Background: an optimization exercise with open tools, aiming at small area. Do not read the settings as production practice.
The RTL was checked by simulation tests, not by an equivalence proof against the original design.
No activity file was given, so power comes from the tool's default toggle rates.

`flow/config.mk`:
```
export PLATFORM = sky130hd
export DESIGN_NAME = dshot_core
export DESIGN_NICKNAME = dshot_core
export VERILOG_FILES = /design/flow/design.v
export SDC_FILE = /design/flow/constraint.sdc
export NUM_CORES = 4
export LEC_CHECK = 0
export CAP_MARGIN = 20
export CORE_MARGIN = 2
export CORE_UTILIZATION = 40
export SLEW_MARGIN = 20
```
`flow/constraint.sdc`:
```
create_clock -name core_clock -period 12.0 [get_ports {clk}]
set_input_delay 2.4000 -clock core_clock [delete_from_list [all_inputs] [get_ports {clk}]]
set_output_delay 2.4000 -clock core_clock [all_outputs]
set_load 0.01 [all_outputs]
```
`flow/design.v`:
```
module dshot_frame_enc (
    input  wire [11:0] p,
    output wire [15:0] frame
);
    assign frame = {p, p[11:8] ^ p[7:4] ^ p[3:0]};
endmodule
module dshot_mixer (
    input  wire        clk,
    input  wire [4:0]  st,
    input  wire [15:0] stk_t,
    input  wire [15:0] stk_p,
    input  wire [15:0] stk_r,
    input  wire [15:0] stk_y,
    input  wire        armed,
    output wire [10:0] thr_out      
);
    reg  [16:0] x;
    wire [1:0]  m    = st[4:3];
    wire [2:0]  ms   = st[2:0];
    wire [1:0]  ax   = ms[2:1];
    wire        half = ms[0];
    wire        load = &ms;
    wire [15:0] s = (ax == 2'd0) ? stk_p : (ax == 2'd1) ? stk_r : stk_y;
    wire [13:0] u = s[15:2];
    wire        c = (|s[1:0]) & (u < 14'd257);
    wire gpos = (ax == 2'd0) ? m[1] : (ax == 2'd1) ? m[0] : (m[0] ^ m[1]);
    wire use_k = gpos ? half : ~half;
    wire sub   = half;
    wire [16:0] b  = use_k ? 17'd257 : {3'd0, u};
    wire        ci = use_k ? sub : (c ^ sub);
    wire [17:0] sum = {1'b0, x} + {1'b0, b ^ {17{sub}}} + {17'd0, ci};
    wire        neg = sub & ~sum[17];
    always @(posedge clk) begin
        if (load)
            x <= {1'b0, stk_t};
        else if (neg)
            x <= 17'd0;
        else
            x <= sum[16:0];
    end
    wire hi = |x[16:11];
    wire lo = ~hi & (x[10:0] < 11'd250);
    assign thr_out = ~armed ? 11'd0 : hi ? 11'd2047 : lo ? 11'd250 : x[10:0];
endmodule
module dshot_channel (
    input  wire        clk,
    input  wire        rst,
    input  wire        clr,       
    input  wire        tick,
    input  wire        load,      
    input  wire [15:0] frame,
    input  wire        blank,
    output reg         busy,
    output wire        pin
);
    reg [16:0] s;
    reg [3:0]  e;
    reg        bl;
    wire last = ~|s[15:0];
    wire pend = tick & (&e);      
    always @(posedge clk) begin
        if (rst | clr)
            busy <= 1'b0;
        else if (load)
            busy <= 1'b1;
        else if (pend & last)
            busy <= 1'b0;
    end
    always @(posedge clk) begin
        if (load) begin
            s  <= {frame, 1'b1};
            e  <= 4'd0;
            bl <= blank;
        end else if (tick) begin
            e <= e + 4'd1;
            if (&e)
                s <= {s[15:0], 1'b0};
        end
    end
    assign pin = busy & ~bl & ~last &
                 ((~e[3] & ~(e[2] & e[1])) | (s[16] & ~(e[3] & e[2])));
endmodule
module dshot_core (
    input  wire        clk,
    input  wire        rst,           
    input  wire        cmd_valid,
    input  wire [31:0] cmd_word,
    output wire        cmd_ready,
    output reg         rsp_valid,
    output reg  [2:0]  rsp_code,
    input  wire [15:0] stk_t,
    input  wire [15:0] stk_p,
    input  wire [15:0] stk_r,
    input  wire [15:0] stk_y,
    input  wire        armed,
    output wire [3:0]  pwm,
    output wire [3:0]  busy,
    output reg  [3:0]  rej,
    output reg         inited
);
    localparam [2:0] R_OK      = 3'd0;
    localparam [2:0] R_BUSY    = 3'd1;
    localparam [2:0] R_NOINIT  = 3'd2;
    localparam [2:0] R_BADCMD  = 3'd3;
    localparam [2:0] R_BADOP   = 3'd4;
    localparam [2:0] R_REINIT  = 3'd5;
    localparam [3:0] OP_INIT   = 4'h1;
    localparam [3:0] OP_ENCT   = 4'h2;
    localparam [3:0] OP_ENCC   = 4'h3;
    localparam [3:0] OP_DUTY   = 4'h4;
    localparam [3:0] OP_TX     = 4'h5;
    localparam [3:0] OP_WAIT   = 4'h6;
    localparam [3:0] OP_MIX    = 4'h7;
    localparam [3:0] OP_SETTHR = 4'h8;
    localparam [3:0] OP_UPD1   = 4'h9;
    localparam [3:0] OP_CMD1   = 4'hA;
    localparam [3:0] OP_DELAY  = 4'hB;
    reg [1:0]  var_q;
    reg [5:0]  pre;            
    reg [10:0] thr [0:3];      
    reg [11:0] fr;             
    reg [11:0] db;             
    reg        dbv;            
    reg        pend;           
    reg        pmix;           
    reg [1:0]  wch;
    reg [4:0]  st;             
    wire tick = (pre == 6'd0);
    assign cmd_ready = tick & ~pend;
    wire        take = cmd_valid & cmd_ready;
    wire [31:0] w    = cmd_word;
    wire [3:0]  op   = w[31:28];
    wire [1:0]  idx  = w[1:0];
    reg legal;
    always @(*) begin
        case (op)
            OP_INIT, OP_TX, OP_WAIT, OP_UPD1: legal = (w[27:2] == 26'd0);
            OP_ENCT, OP_ENCC:                 legal = (w[27:12] == 16'd0);
            OP_DUTY, OP_MIX:                  legal = (w[27:0] == 28'd0);
            OP_SETTHR:                        legal = (w[27:18] == 10'd0);
            OP_CMD1:                          legal = (w[27:14] == 14'd0) && (w[7:2] == 6'd0);
            OP_DELAY:                         legal = (w[27:16] == 12'd0);
            default:                          legal = 1'b0;
        endcase
    end
    wire [5:0] k_cmd = w[13:8];
    wire cmd_ok = (k_cmd <= 6'd5) || (k_cmd == 6'd12) || (k_cmd >= 6'd20 && k_cmd <= 6'd33);
    wire is_tx_op = (op == OP_TX) || (op == OP_UPD1) || (op == OP_CMD1);
    wire badcmd   = ((op == OP_ENCC) && (w[11:1] > 11'd47)) ||
                    ((op == OP_CMD1) && !cmd_ok);
    wire ch_busy  = busy[idx];
    reg [2:0] result;
    always @(*) begin
        if (!legal)                          result = R_BADOP;
        else if (op != OP_INIT && !inited)   result = R_NOINIT;
        else if (op == OP_INIT && inited)    result = R_REINIT;
        else if (badcmd)                     result = R_BADCMD;
        else if (is_tx_op && ch_busy)        result = R_BUSY;
        else                                 result = R_OK;
    end
    wire exec    = take && (result == R_OK);
    wire do_init = exec && (op == OP_INIT);
    wire do_tx   = exec && is_tx_op;
    wire do_mix  = exec && (op == OP_MIX);
    wire do_wait = exec && (op == OP_WAIT) && ch_busy;
    reg [5:0] pre_top;
    always @(*) begin
        case (var_q)
            2'd0:    pre_top = 6'd39;
            2'd1:    pre_top = 6'd19;
            2'd2:    pre_top = 6'd9;
            default: pre_top = 6'd4;
        endcase
    end
    always @(posedge clk) begin
        if (!inited)
            pre <= 6'd0;
        else if (tick)
            pre <= pre_top;
        else
            pre <= pre - 6'd1;
    end
    always @(posedge clk) begin
        if (do_init)
            var_q <= idx;
    end
    wire [10:0] mix_thr;
    dshot_mixer u_mixer (
        .clk(clk), .st(st),
        .stk_t(stk_t), .stk_p(stk_p), .stk_r(stk_r), .stk_y(stk_y), .armed(armed),
        .thr_out(mix_thr));
    wire mix_on  = pend & pmix;
    wire mix_wr  = mix_on & (st[2:0] == 3'd6);
    wire mix_end = mix_wr & (st[4:3] == 2'd3);
    always @(posedge clk) begin
        if (do_mix)
            st <= 5'd31;
        else
            st <= st + 5'd1;
    end
    always @(posedge clk) begin
        if (do_init)
            fr <= 12'd0;
        else if (exec && (op == OP_ENCT || op == OP_ENCC))
            fr <= w[11:0];
    end
    always @(posedge clk) begin
        if (exec && op == OP_DUTY)
            db <= fr;
    end
    always @(posedge clk) begin
        if (do_init)
            dbv <= 1'b0;
        else if (exec && op == OP_DUTY)
            dbv <= 1'b1;
    end
    wire [10:0] set_val = (|w[15:11]) ? 11'd2047 : w[10:0];
    wire [1:0]  thr_wi  = mix_on ? st[4:3] : w[17:16];
    wire [10:0] thr_wd  = mix_on ? mix_thr : set_val;
    wire        thr_we  = mix_wr | (exec && op == OP_SETTHR);
    integer i;
    always @(posedge clk) begin
        for (i = 0; i < 4; i = i + 1) begin
            if (do_init)
                thr[i] <= 11'd0;
            else if (thr_we && thr_wi == i)
                thr[i] <= thr_wd;
        end
    end
    reg [11:0] tx_p;
    always @(*) begin
        case (op)
            OP_TX:   tx_p = db;
            OP_UPD1: tx_p = {thr[idx], 1'b0};
            default: tx_p = {5'd0, k_cmd, 1'b1};
        endcase
    end
    wire [15:0] tx_frame;
    dshot_frame_enc u_enc (.p(tx_p), .frame(tx_frame));
    wire tx_blank = (op == OP_TX) & ~dbv;
    always @(posedge clk) begin
        if (rst) begin
            inited <= 1'b0;
            rej    <= 4'd0;
        end else begin
            if (do_init) begin
                inited <= 1'b1;
                rej    <= 4'd0;
            end else if (take && result == R_BUSY)
                rej[idx] <= 1'b1;
        end
    end
    always @(posedge clk) begin
        if (take)
            rsp_code <= result;
    end
    always @(posedge clk) begin
        if (rst) begin
            pend      <= 1'b0;
            rsp_valid <= 1'b0;
        end else begin
            rsp_valid <= 1'b0;
            if (take) begin
                if (do_wait || do_mix)
                    pend <= 1'b1;
                else
                    rsp_valid <= 1'b1;
            end else if (pend && (pmix ? mix_end : !busy[wch])) begin
                pend      <= 1'b0;
                rsp_valid <= 1'b1;
            end
        end
    end
    always @(posedge clk) begin
        if (take) begin
            pmix <= (op == OP_MIX);
            wch  <= idx;
        end
    end
    genvar gc;
    generate
        for (gc = 0; gc < 4; gc = gc + 1) begin : g_ch
            dshot_channel u_ch (
                .clk   (clk),
                .rst   (rst),
                .clr   (do_init),
                .tick  (tick),
                .load  (do_tx && (idx == gc)),
                .frame (tx_frame),
                .blank (tx_blank),
                .busy  (busy[gc]),
                .pin   (pwm[gc])
            );
        end
    endgenerate
endmodule
```
`flow/run.sh`:
```
#!/bin/bash
# synth_recipe.tcl (not shown) runs the flow's synth.tcl, then flattens the netlist and writes it again
# the make line also repeats each setting of config.mk as NAME=value (left out here)
make -C /OpenROAD-flow-scripts/flow DESIGN_CONFIG=/design/flow/config.mk WORK_HOME=/design/flow/orfs CLKGATE_MAP_FILE= SYNTH_SCRIPT=/design/flow/synth_recipe.tcl finish
```
==> notes.md <==
==> cell type report <==
cell class	count	area (um^2)	area share (%)
sequential	204	4970	37.9
tap	341	427	3.26
timing repair buffer	135	1310	9.97
multi-input combinational	814	5550	42.4
clock inverter	13	130	0.993
inverter	25	93.8	0.716
antenna	1	2.50	0.0191
clock buffer	31	627	4.78
==> where the power goes <==
part	internal, uW	switching, uW	leakage [uW]
clock network	413	289	0.000370
logic	233	278	0.00263
registers	845	73.8	0.00175
==> stage by stage <==
stage	cells	util, %	hold slack, ns	power (uW)
floorplan	1112	-	0.408	1290
global placement	1519	45.8	0.412	1430
detailed placement	1519	45.8	0.415	1440
CTS	1563	48.6	0.420	2140
global route	1564	48.6	0.437	2260
finish	1564	48.6	0.424	2130
==> state kept, by name, summed over array words and instances (netlist names), 4 cells and up <==
signal          cells
u_mixer.x          17
db                 12
g_ch.u_ch.s        68
g_ch.u_ch.bl        4
pre                 6
fr                 12
st                  5
thr                44
g_ch.u_ch.busy      4
rej                 4
g_ch.u_ch.e        16
==> placed cells by master, fill, tap and decap left out, types with 4 or more instances in the layout <==
master / count
a31o_1: 6
clkinv_2: 6
a31o_2: 4
a211oi_1: 5
o2bb2ai_1: 5
o21ai_0: 43
o31ai_1: 6
o21ai_1: 60
clkbuf_1: 7
ha_1: 30
nand3_1: 72
dfxtp_1: 115
and3_1: 6
xor2_1: 12
nand2_1: 116
xnor2_1: 26
nor3_1: 8
a22o_1: 20
buf_4: 18
inv_1: 25
mux4_2: 13
mux2i_1: 75
nor2_1: 90
edfxtp_1: 88
a21o_1: 6
nand2b_1: 12
a31oi_1: 5
a41oi_1: 4
clkdlybuf4s50_1: 117
o21a_1: 6
clkbuf_16: 24
a21oi_1: 44
nor4_1: 19
nor2b_1: 16
mux2_2: 12
nand4_1: 20
and2_1: 4
==> kinds of logic after synthesis <==
logic type / share of synthesized area, %
adders and majority gates: 3.79
AOI/OAI and AO/OA: 15.0
muxes: 10.7
xor gates and xnor gates: 3.03
and+or+nand+nor: 17.9
DFF: 45.3
buffers and inverters: 4.21
==> layer usage <==
| metal | GRT usage [%] | up-vias |
|---|---|---|
| met2 | 34.9 | 217 |
| met3 | 3.01 | 49 |
| met4 | 4.94 | 2 |
| met1 | 29.3 | 4229 |
| li1 | - | 4299 |
| met5 | 0 | - |
==> path summary, 6_finish.rpt <==
path | start | end
setup / recovery | cmd_word[30] | g_ch[2].u_ch.s[9]
hold / removal | fr[7] | db[7]
setup reg to reg | st[1] | u_mixer.x[2]
hold reg to reg | fr[7] | db[7]
==> key figures <==
Run status
  • Status: timing/DRC/antenna clean

Logic synthesis
  • Yosys reg bits: 204
  • Unique masters post-synth: 85
  • Main synth FF type: dfxtp_1
  • Syn. warnings: 4
  • Post-synth EDFFs: between 80 and 90
  • Synth area leaders: edfxtp_1, dfxtp_1, mux2i_1
  • Top-area cell type share of the netlist area: 24.1%
  • Syn Std Cell Area: roughly 11000 um^2
  • Synth Instances: 1112
  • Synth area leader: edfxtp_1
  • Synth top cells by count: dfxtp_1, nand2_1, nor2_1
  • Mapped Avg Cell Area: just under 10 um^2
  • Ys async rst share: 0%
  • Syn nets: 1244
  • Post-synthesis sequential area ratio: 45.3%

Detailed routing
  • Iter 0 DRT Violations: about 850
  • Routed met2 length: 14100 um
  • Remaining antenna violation count after routing: 0
  • DR top layer: met5
  • DR WL met3: 1490 um
  • TritonRoute pass-1 iters: 5
  • Met1 WL: 14100 um
  • Routed length per instance: 19.4 um
  • Vias after detailed routing: 8796
  • Vias per std cell: 5.62
  • Post-route DRC: 0
  • Drt total wl: between 30000 and 40000 um

Final layout
  • # nets final: around 1300
  • Finished Cell Area: about 13000 um^2
  • # fillers: 2554
  • Synthesis-to-finish area growth: 19.5%
  • Ratio of cells with drive above 1 in the final layout: 9.00%

GRT
  • Pin count of the biggest net entering global routing: between 40 and 50
  • Vias in the first global route: between 8000 and 9000
  • GRT Util Overall: 21.1%
  • Antenna violations before repair: 2
  • Global-route wire length before repair: 47300 um
  • Gr ovfl total: 0

STA
  • # setup viols final: 0
  • RSZ-0062 raised after global routing: no
  • Setup total negative slack: 0 ns
  • Setup Skew: 0.0227 ns
  • Min cycle time layout: between 6 and 7 ns
  • Slew HR: 26.4%
  • Fin worst setup slack: 5.93 ns
  • Maximum clock frequency: roughly 160 MHz
  • Slew Viols, Final: 0
  • Final period util: roughly half
  • Final hold violations: 0
  • Worst slew pin tran: 1.10 ns

Critical path
  • Worst setup SP type: input pin
  • Worst setup EP type: register
  • CP Max Fanout: 23
  • Cell depth of the worst setup path: 8
  • Most common cell on crit path: nor2b_1
  • CP Class: input pin to register
  • WP data arrival: between 6 and 7 ns
  • Worst reg-to-reg setup slack: ~7.2 ns
  • Worst Path Required: 12.11 ns
  • Crit-path leading delay family: simple AND/OR/NAND/NOR gates
  • Maximum single-stage delay on the critical path: 0.85 ns
  • WP buf/inv: 1
  • Worst path cell trace: clkdlybuf4s50_1 > nor2b_1 > o311ai_2 > o31ai_1 > nor2b_1 > nand4_2 > nand2b_4 > nand2_1
  • Slowest cell on the critical path: nor2b_1
  • R2R depth: 15

Die
  • Die H: 170 um
  • Core Area: approximately 27000 um^2
  • Initial core utilization: approximately two fifths
  • Die Area: between 20000 and 30000 um^2
  • DIE WIDTH: 170 um
  • Row count: 60
  • Top Ports: approximately 120

Clocking
  • Root Driver: clkbuf_16
  • Clk sink count: between 200 and 250
  • Latest clock arrival within the worst-skew pair: between 0.5 and 0.6 ns
  • Post-CTS repair timing setup buffer count: 0
  • CTS clk-pin slew, worst paths: 0.06 ns
  • CTS tree: yes
  • Maximum root-to-sink buffer count: 3
  • CTS Hold Bufs: 0
  • CTS HTree Levels: 1
  • Post-CTS sizing: 0
  • TritonCTS buffer count: 24

Place
  • Area after DPL: between 10000 and 15000 um^2
  • Post-DP HPWL: 21900 um
  • Gp weighted congestion: 0.906
  • Setup WS pre-CTS: ~5.2 ns
  • Port Buffers: around 120

Power and ir drop
  • Leakage power: between 0.004 and 0.005 uW
  • Worst VDD drop: 115 uV
  • Pwr/cell area: 163 nW/um^2

Worst hold path
  • Min-delay worst type: register to register
  • Hold depth: 0

Flow run
  • Max-Cap Viols: 0

[re-timing with driven ports]
Ports are ideal in the flow. The routed layout listed here was re-timed in OpenROAD.
Step 1: set_driving_cell puts a clkbuf_16 on clk and a buf_2 on each other input, an assumption about the parent block.
Step 2 also shifts input and output timing later by t, the mid clock arrival at the registers, as if the neighbouring blocks saw the same clock.
Slacks: no drivers / after step 1 / after step 2; pairs: no drivers / after step 1.
t, ns: 0.569
setup slack, ns: 5.931 / 5.916 / 5.348
hold WS [ns]: 0.424 / 0.424 / 0.424
worst setup path after step 2: input to register
cell pins on the clock port's net: 1
After both steps this run still meets setup and hold. The setup slack of this run moves by -0.015 ns with the drivers and by -0.583 ns with both steps.
